Source: an optimization exercise on an open RTL-to-GDS flow (aim: small area, a short achievable clock period and few clock cycles). Production flows keep margins and buffers that such runs may drop.
Where RTL was checked, it was by simulation tests only, not by an equivalence proof against the original.
No activity file was given, so power comes from the tool's default toggle rates.

v22:
==> flow/design.v <==
module cic_core (
    input  wire sys_clk,
    input  wire block_rst,       
    input  wire dclk_in,         
    input  wire dio_in,          
    input  wire reset_held,      
    input  wire cancel,          
    output reg  dio_drive_low,   
    output reg  terminated,      
    output reg  busy             
);
    localparam [92:0] PRE_BITS =
        93'b111101000111001111110000100001001010001101011111010001110010000001011110010011100101111011000;
    localparam [3:0]
        ST_WAIT  = 4'd0,
        ST_TERM  = 4'd1,    
        ST_PRE   = 4'd2,    
        ST_DRAIN = 4'd3,    
        ST_CMD   = 4'd4,    
        ST_CPAD  = 4'd5,    
        ST_CWR   = 4'd6,    
        ST_VMARK = 4'd7,    
        ST_VRD   = 4'd8,    
        ST_VSYNC = 4'd9,    
        ST_VWR   = 4'd10,   
        ST_RACK  = 4'd11,   
        ST_DIE   = 4'd12;   
    reg  [3:0]   st;            
    reg  [6:0]   cnt;           
    reg          wait_act;      
    reg          cap_q;         
    reg          rbit;          
    reg          rst_q;         
    reg          cmd_hi;
    reg  [60:1]  mv;
    reg  [15:1]  ob;            
    reg          eng_run;       
    reg          eng_wait;      
    reg          eng_v1;        
    reg          eng_v2;        
    reg          eng_v3;        
    reg  [1:0]   eng_rnd;
    reg  [3:0]   eng_x;         
    reg  [3:0]   eng_bs;        
    reg          eng_have;      
    reg          eng_need;      
    reg  [120:0] ring;
    reg  [6:0]   vw;
    reg          vpend;         
    reg          vfetch;        
    reg  [3:0]   va_a;          
    reg          va_carry;
    wire [3:0] m1  = mv[4:1],   m2  = mv[8:5],   m3  = mv[12:9],  m4  = mv[16:13];
    wire [3:0] m5  = mv[20:17], m6  = mv[24:21], m7  = mv[28:25], m8  = mv[32:29];
    wire [3:0] m9  = mv[36:33], m10 = mv[40:37], m11 = mv[44:41], m12 = mv[48:45];
    wire [3:0] m13 = mv[52:49], m14 = mv[56:53], m15 = mv[60:57];
    function [3:0] add4;
        input [3:0] a, b;
        input       ci;
        reg   [4:0] c;
        integer     i;
        begin
            c[0] = ci;
            for (i = 0; i < 4; i = i + 1) begin
                add4[i] = a[i] ^ b[i] ^ c[i];
                c[i+1]  = (a[i] & b[i]) | (c[i] & (a[i] ^ b[i]));
            end
        end
    endfunction
    function cout4;
        input [3:0] a, b;
        input       ci;
        reg   [4:0] c;
        integer     i;
        begin
            c[0] = ci;
            for (i = 0; i < 4; i = i + 1)
                c[i+1] = (a[i] & b[i]) | (c[i] & (a[i] ^ b[i]));
            cout4 = c[4];
        end
    endfunction
    wire [3:0] xe  = eng_x;
    wire [3:0] n1  = add4(m1, xe, 1'b1);
    wire [3:0] n2  = ~add4(n1, m2, 1'b1);
    wire [3:0] t3  = add4(m2, m3, 1'b1);
    wire       ca  = ~cout4(m2, m3, 1'b1);                  
    wire [3:0] n3b = add4(m2, {m3[2:0], 1'b1}, 1'b0);        
    wire [3:0] n3  = ca ? t3 : n3b;
    wire [3:0] n4a = add4(m3, m4, 1'b0);
    wire [3:0] n4  = ca ? n4a : add4(n3b, m4, 1'b0);
    wire [3:0] n5a = add4(n4a, m5, 1'b0);
    wire [3:0] n5b = add4({~m4[3], m4[2:0]}, m4[3] ? 4'd0 : m5, 1'b0);
    wire [3:0] n5  = ca ? n5a : n5b;
    wire [3:0] n6a = add4({~m5[3], m5[2:0]}, m5[3] ? 4'd0 : m6, 1'b0);
    wire [3:0] n6b = add4(m5, m6, 1'b1);
    wire [3:0] n6  = ca ? n6a : n6b;
    wire [3:0] bs  = ca ? m6 : n6b;                         
    wire [3:0] n7  = add4(eng_bs, m7, 1'b1);
    wire [3:0] n8  = add4(n7, m8, 1'b1);
    wire [3:0] n9  = add4(n8, m9, 1'b1);
    wire [3:0] n10 = add4(m9, m10, 1'b1);
    wire [3:0] n11 = add4(n10, m11, 1'b1);
    wire [3:0] n12 = add4(n11, m12, 1'b1);
    wire [3:0] n13 = add4(m12, m13, 1'b1);
    wire [3:0] n14 = add4(n13, m14, 1'b1);
    wire [3:0] n15 = add4(n14, m15, 1'b1);
    wire eng_busy = eng_run || eng_wait || eng_v1 || eng_v2 || eng_v3;
    wire eng_fin  = eng_v3 && !eng_v2 && !eng_v1 && !eng_run && !eng_wait;
    wire eng_take = eng_need && eng_have;                    
    wire [3:0] nib  = {ring[2], ring[4], ring[6], ring[8]};
    wire [3:0] va_1 = {va_a[3] ^ ~nib[0], va_a[2:0]};
    wire [3:0] va_2 = {va_1[3] ^ (va_1[2] & ~va_1[1]), va_1[2] ^ ~va_1[1], va_1[1:0]};
    wire [3:0] va_3 = add4(va_2, nib, 1'b0);
    wire [3:0] va_5 = add4({va_3[2:0], 1'b0}, va_carry ? 4'd0 : 4'd7, 1'b0);
    wire [4:0] va_6 = {cout4(va_5, va_3, va_carry), add4(va_5, va_3, va_carry)};
    wire [3:0] va_7 = ~va_6[3:0];
    wire is_read = (st == ST_DRAIN) || (st == ST_CMD) || (st == ST_CPAD) ||
                   (st == ST_VRD);
    wire can_cap = !terminated && !rst_q && (st != ST_WAIT) && (st != ST_DIE) &&
                   !((st == ST_CWR) && eng_need) && !vpend && !vfetch;
    reg wbit;
    always @(*) begin
        case (st)
            ST_PRE:   wbit = PRE_BITS[cnt];
            ST_CWR:   wbit = ob[cnt[3:0]];
            ST_VMARK: wbit = ~cnt[0];                        
            ST_VWR:   wbit = va_a[3 - cnt[1:0]];              
            default:  wbit = 1'b0;                           
        endcase
    end
    wire drive0   = can_cap && !is_read && !wbit;            
    wire capture  = can_cap && !wait_act && !dclk_in;
    wire complete = wait_act && dclk_in;
    wire die_now  = complete && ((st == ST_DIE) ||
                    (cap_q && st == ST_CMD && cnt[0] && !cmd_hi && rbit));
    reg [3:0] st_a;
    reg [6:0] cnt_a;
    always @(*) begin
        st_a  = st;
        cnt_a = cnt;
        if (cap_q) begin
            cnt_a = cnt + 7'd1;
            case (st)
                ST_PRE:   if (cnt == 7'd92) begin st_a = ST_DRAIN; cnt_a = 7'd0; end
                ST_DRAIN: if (cnt == 7'd7)  begin st_a = ST_CMD;   cnt_a = 7'd0; end
                ST_CMD: begin
                    if (cnt[0]) begin
                        cnt_a = 7'd0;
                        case ({cmd_hi, rbit})
                            2'b00:   st_a = ST_CPAD;
                            2'b01:   st_a = ST_DIE;
                            2'b10:   st_a = ST_VMARK;
                            default: st_a = ST_RACK;
                        endcase
                    end
                end
                ST_CPAD: begin st_a = ST_CWR; cnt_a = cnt; end
                ST_CWR: begin
                    if (cnt[3:0] == 4'hF) begin st_a = ST_CMD; cnt_a = 7'd0; end
                    else                        st_a = ST_CPAD;
                end
                ST_VMARK: if (cnt == 7'd7)   begin st_a = ST_VRD;   cnt_a = 7'd0; end
                ST_VRD:   if (cnt == 7'd119) begin st_a = ST_VSYNC; cnt_a = 7'd0; end
                ST_VSYNC: begin st_a = ST_VWR; cnt_a = 7'd0; end
                ST_VWR:   if (cnt == 7'd119) begin st_a = ST_CMD;   cnt_a = 7'd0; end
                ST_RACK:  begin st_a = ST_CMD; cnt_a = 7'd0; end
                default: ;
            endcase
        end
        if (eng_take)                        
            cnt_a = {3'd0, (m7 == 4'd0) ? 4'd1 : m7};
        if (st == ST_WAIT || rst_q) cnt_a = 7'd0;
    end
    wire kill       = block_rst || cancel;
    wire wait_act_d = !(kill || dclk_in) && (wait_act || can_cap);
    wire dd_d       = !(kill || dclk_in) && (wait_act ? dio_drive_low : drive0);
    wire term_d     = !block_rst && (terminated || cancel || die_now);
    wire [3:0] st_d = (rst_q || st == ST_WAIT) ? (reset_held ? ST_WAIT : ST_PRE) : st_a;
    wire cmd_cmp   = cap_q && (st == ST_CMD) && cnt[0] && !cmd_hi && !rbit;
    wire eng_start = (cap_q && (st == ST_DRAIN) && (cnt == 7'd7)) || eng_take;
    wire eng_have_d = !rst_q && ((eng_have || eng_fin) && !eng_take);
    wire eng_need_d = !rst_q && ((eng_need || cmd_cmp) && !eng_take);
    wire eng_end   = eng_run && (xe == 4'd0);                
    wire eng_rest   = eng_wait && eng_v3 && !eng_v2 && !eng_v1;   
    wire eng_run_d  = !rst_q && (eng_start || (eng_run && !eng_end) || eng_rest);
    wire eng_wait_d = !rst_q &&
                      ((eng_end && eng_rnd != 2'd2) || (eng_wait && !eng_rest));
    wire eng_v1_d   = !rst_q && eng_run;
    wire eng_v2_d   = !rst_q && eng_v1;
    wire eng_v3_d   = !rst_q && eng_v2;
    wire v_al    = &vw;
    wire v_rd    = cap_q && (st == ST_VRD);                  
    wire v_wr    = (v_rd && (v_al || cnt == 7'd0)) || (vpend && v_al);
    wire v_nx    = cap_q && ((st == ST_VSYNC) ||
                   (st == ST_VWR && cnt[1:0] == 2'd3 && cnt != 7'd119));
    wire v_ft    = (v_nx || vfetch) && v_al;                 
    wire vpend_d  = !rst_q && ((v_rd || vpend) && !v_wr);
    wire vfetch_d = !rst_q && ((v_nx || vfetch) && !v_ft);
    always @(posedge sys_clk) begin
        st            <= st_d;
        cnt           <= cnt_a;
        wait_act      <= wait_act_d;
        dio_drive_low <= dd_d;
        terminated    <= term_d;
        busy          <= ((st_a == ST_CWR) && eng_need_d) ||
                         ((v_rd || vpend) && !v_wr) || ((v_nx || vfetch) && !v_ft);
        cap_q         <= capture && !block_rst;
        rst_q         <= block_rst;
        eng_run       <= eng_run_d;
        eng_wait      <= eng_wait_d;
        eng_v1        <= eng_v1_d;
        eng_v2        <= eng_v2_d;
        eng_v3        <= eng_v3_d;
        eng_have      <= eng_have_d;
        eng_need      <= eng_need_d;
        if (eng_take)
            ob <= {m15[0], m14[0], m13[0], m12[0], m11[0], m10[0], m9[0], m8[0],
                   m7[0], m6[0], m5[0], m4[0], m3[0], m2[0], m1[0]};
        if (capture)
            rbit <= dio_in;
        if (cap_q && st == ST_CMD && !cnt[0])
            cmd_hi <= rbit;
        if (!eng_busy) begin                       
            eng_x     <= m15;
            eng_rnd   <= 2'd0;
        end
        if (eng_rest)                              
            eng_x     <= n15;
        if (eng_run) begin
            eng_x     <= xe - 4'd1;
            eng_bs    <= bs;
            if (xe == 4'd0) eng_rnd <= eng_rnd + 2'd1;
        end
        if (eng_run)
            mv[4:1] <= n1;
        else if (cap_q && st == ST_DRAIN && cnt[2])
            mv[4:1] <= {mv[3:1], rbit};               
        if (rst_q)
            mv[24:5] <= 20'hB8F41;                    
        else if (eng_run)
            mv[24:5] <= {n6, n5, n4, n3, n2};
        if (rst_q)
            mv[36:25] <= 12'hC75;                     
        else if (eng_v1)
            mv[36:25] <= {n9, n8, n7};
        if (rst_q)
            mv[48:37] <= 12'h16D;                     
        else if (eng_v2)
            mv[48:37] <= {n12, n11, n10};
        if (rst_q)
            mv[60:49] <= 12'h89E;                     
        else if (eng_v3)
            mv[60:49] <= {n15, n14, n13};
        ring  <= {v_wr ? rbit : ring[0], ring[120:1]};
        vpend  <= vpend_d;
        vfetch <= vfetch_d;
        if (v_wr)
            vw <= 7'b0111111;                      
        else if (v_ft)
            vw <= 7'b0101010;                      
        else
            vw <= v_al ? 7'b0000001 : {vw[5:0], vw[6] ^ vw[5]};
        if (v_ft) begin
            va_a     <= va_7;
            va_carry <= va_6[4];
        end else if (cap_q && st == ST_CMD) begin
            va_a     <= 4'd5;
            va_carry <= 1'b1;
        end
    end
endmodule
==> flow/config.mk <==
export PLATFORM = sky130hd
export DESIGN_NAME = cic_core
export DESIGN_NICKNAME = cic_core
export VERILOG_FILES = /design/flow/design.v
export SDC_FILE = /design/flow/constraint.sdc
export NUM_CORES = 4
export LEC_CHECK = 0
export CAP_MARGIN = 20
export CORE_MARGIN = 2
export CORE_UTILIZATION = 40
export SLEW_MARGIN = 20
==> flow/constraint.sdc <==
create_clock -name core_clock -period 15.0 [get_ports {sys_clk}]
set_input_delay 3.0000 -clock core_clock [delete_from_list [all_inputs] [get_ports {sys_clk}]]
set_output_delay 3.0000 -clock core_clock [all_outputs]
set_load 0.01 [all_outputs]
standard.sh (not shown) runs the stock make flow with config.mk's settings and CLKGATE_MAP_FILE= SYNTH_SCRIPT=/design/flow/synth_recipe.tcl, a recipe that flattens the netlist after the stock synthesis.
==> flow/flow/run.sh <==
#!/bin/bash
# Standard layout, with repair_timing aiming for setup slack 11 ns (a
# tighter achieved period) instead of 0.
set -euo pipefail
bash standard.sh SETUP_SLACK_MARGIN=11 CTS_CLUSTER_SIZE=30 CTS_CLUSTER_DIAMETER=60 CORE_UTILIZATION=70 finish > run_standard.log 2>&1
[inputs] v36 vs v22
--- a/flow/design.v
+++ b/flow/design.v
@@ -32,8 +32,9 @@
     reg          rbit;          
     reg          rst_q;         
     reg          cmd_hi;
     reg  [60:1]  mv;
+    reg  [3:0]   p;             
     reg  [15:1]  ob;            
     reg          eng_run;       
     reg          eng_wait;      
     reg          eng_v1;        
@@ -121,9 +122,9 @@
     reg wbit;
     always @(*) begin
         case (st)
             ST_PRE:   wbit = PRE_BITS[cnt];
-            ST_CWR:   wbit = ob[cnt[3:0]];
+            ST_CWR:   wbit = ob[p];
             ST_VMARK: wbit = ~cnt[0];                        
             ST_VWR:   wbit = va_a[3 - cnt[1:0]];              
             default:  wbit = 1'b0;                           
         endcase
@@ -134,11 +135,15 @@
     wire die_now  = complete && ((st == ST_DIE) ||
                     (cap_q && st == ST_CMD && cnt[0] && !cmd_hi && rbit));
     reg [3:0] st_a;
     reg [6:0] cnt_a;
+    reg [3:0] p_a;
     always @(*) begin
         st_a  = st;
         cnt_a = cnt;
+        p_a   = p;
+        if (eng_take)
+            p_a = (m7 == 4'd0) ? 4'd1 : m7;
         if (cap_q) begin
             cnt_a = cnt + 7'd1;
             case (st)
                 ST_PRE:   if (cnt == 7'd92) begin st_a = ST_DRAIN; cnt_a = 7'd0; end
@@ -153,12 +158,13 @@
                             default: st_a = ST_RACK;
                         endcase
                     end
                 end
-                ST_CPAD: begin st_a = ST_CWR; cnt_a = cnt; end
+                ST_CPAD:  st_a = ST_CWR;
                 ST_CWR: begin
-                    if (cnt[3:0] == 4'hF) begin st_a = ST_CMD; cnt_a = 7'd0; end
-                    else                        st_a = ST_CPAD;
+                    p_a = p + 4'd1;
+                    if (p == 4'hF) begin st_a = ST_CMD; cnt_a = 7'd0; end
+                    else                 st_a = ST_CPAD;
                 end
                 ST_VMARK: if (cnt == 7'd7)   begin st_a = ST_VRD;   cnt_a = 7'd0; end
                 ST_VRD:   if (cnt == 7'd119) begin st_a = ST_VSYNC; cnt_a = 7'd0; end
                 ST_VSYNC: begin st_a = ST_VWR; cnt_a = 7'd0; end
@@ -166,10 +172,8 @@
                 ST_RACK:  begin st_a = ST_CMD; cnt_a = 7'd0; end
                 default: ;
             endcase
         end
-        if (eng_take)                        
-            cnt_a = {3'd0, (m7 == 4'd0) ? 4'd1 : m7};
         if (st == ST_WAIT || rst_q) cnt_a = 7'd0;
     end
     wire kill       = block_rst || cancel;
     wire wait_act_d = !(kill || dclk_in) && (wait_act || can_cap);
@@ -198,8 +202,9 @@
     wire vfetch_d = !rst_q && ((v_nx || vfetch) && !v_ft);
     always @(posedge sys_clk) begin
         st            <= st_d;
         cnt           <= cnt_a;
+        p             <= p_a;
         wait_act      <= wait_act_d;
         dio_drive_low <= dd_d;
         terminated    <= term_d;
         busy          <= ((st_a == ST_CWR) && eng_need_d) ||
v36 and v22 all finish clean. On count of instances resized after the clock tree is built: v36 sits below v22. Summary of v36 over v22: cell count after synthesis up 1.9%, clock-pin slew of the registers on the worst-case setup and hold paths flat, core utilization down 1.3 points, hold slack down 0.0041 ns. The lower setup slack after placement of v36 and v22 is in v22. The relative area change from synthesis to final layout was comparable across v36 and v22. According to the power report, total power for v36 is higher than for v22. Looking at non-clock buffer count, v36 sits below v22. Fraction of power spent switching nets ends up lower on v22. Going from v22 to v36, final cell count moved up; final net count moved up; fraction of the mapped netlist area in simple logic gates moved up; final critical path time including I/O delays and setup moved down.
Testbench counts of v36, summed over its fixed seeds: cycles 64,299.
Only the layout flow was run in v22; the RTL was not checked for function there.

## port drivers added, routing unchanged
How much do the figures lean on ideal ports? The routed layouts below were timed once more, with nothing changed but the port constraints. Step 1: set_driving_cell puts a clkbuf_16 on sys_clk and a buf_2 on each other input, an assumption about the parent block. Step 2 adds t to the input delays and takes it off the output delays; t is the mean of the earliest and latest rising clock arrival at the registers after step 1. Input paths then give back, and output paths get back, about the clock's delay inside the block. a / b / c = ideal ports / drivers / drivers and shift; a / b = the first two.
| run | shift t [ns] | slack for setup (ns) | hold WS [ns] |
|---|---|---|---|
| v22 | 0.520 | 10.991 / 11.008 / 10.488 | 0.334 / 0.334 / 0.334 |
| v36 | 0.527 | 11.059 / 11.015 / 10.681 | 0.330 / 0.330 / 0.330 |
After both steps every run listed still meets setup and hold. For v22, which loses most, drivers alone change the setup slack by +0.017 ns; drivers and shift together by -0.503 ns.
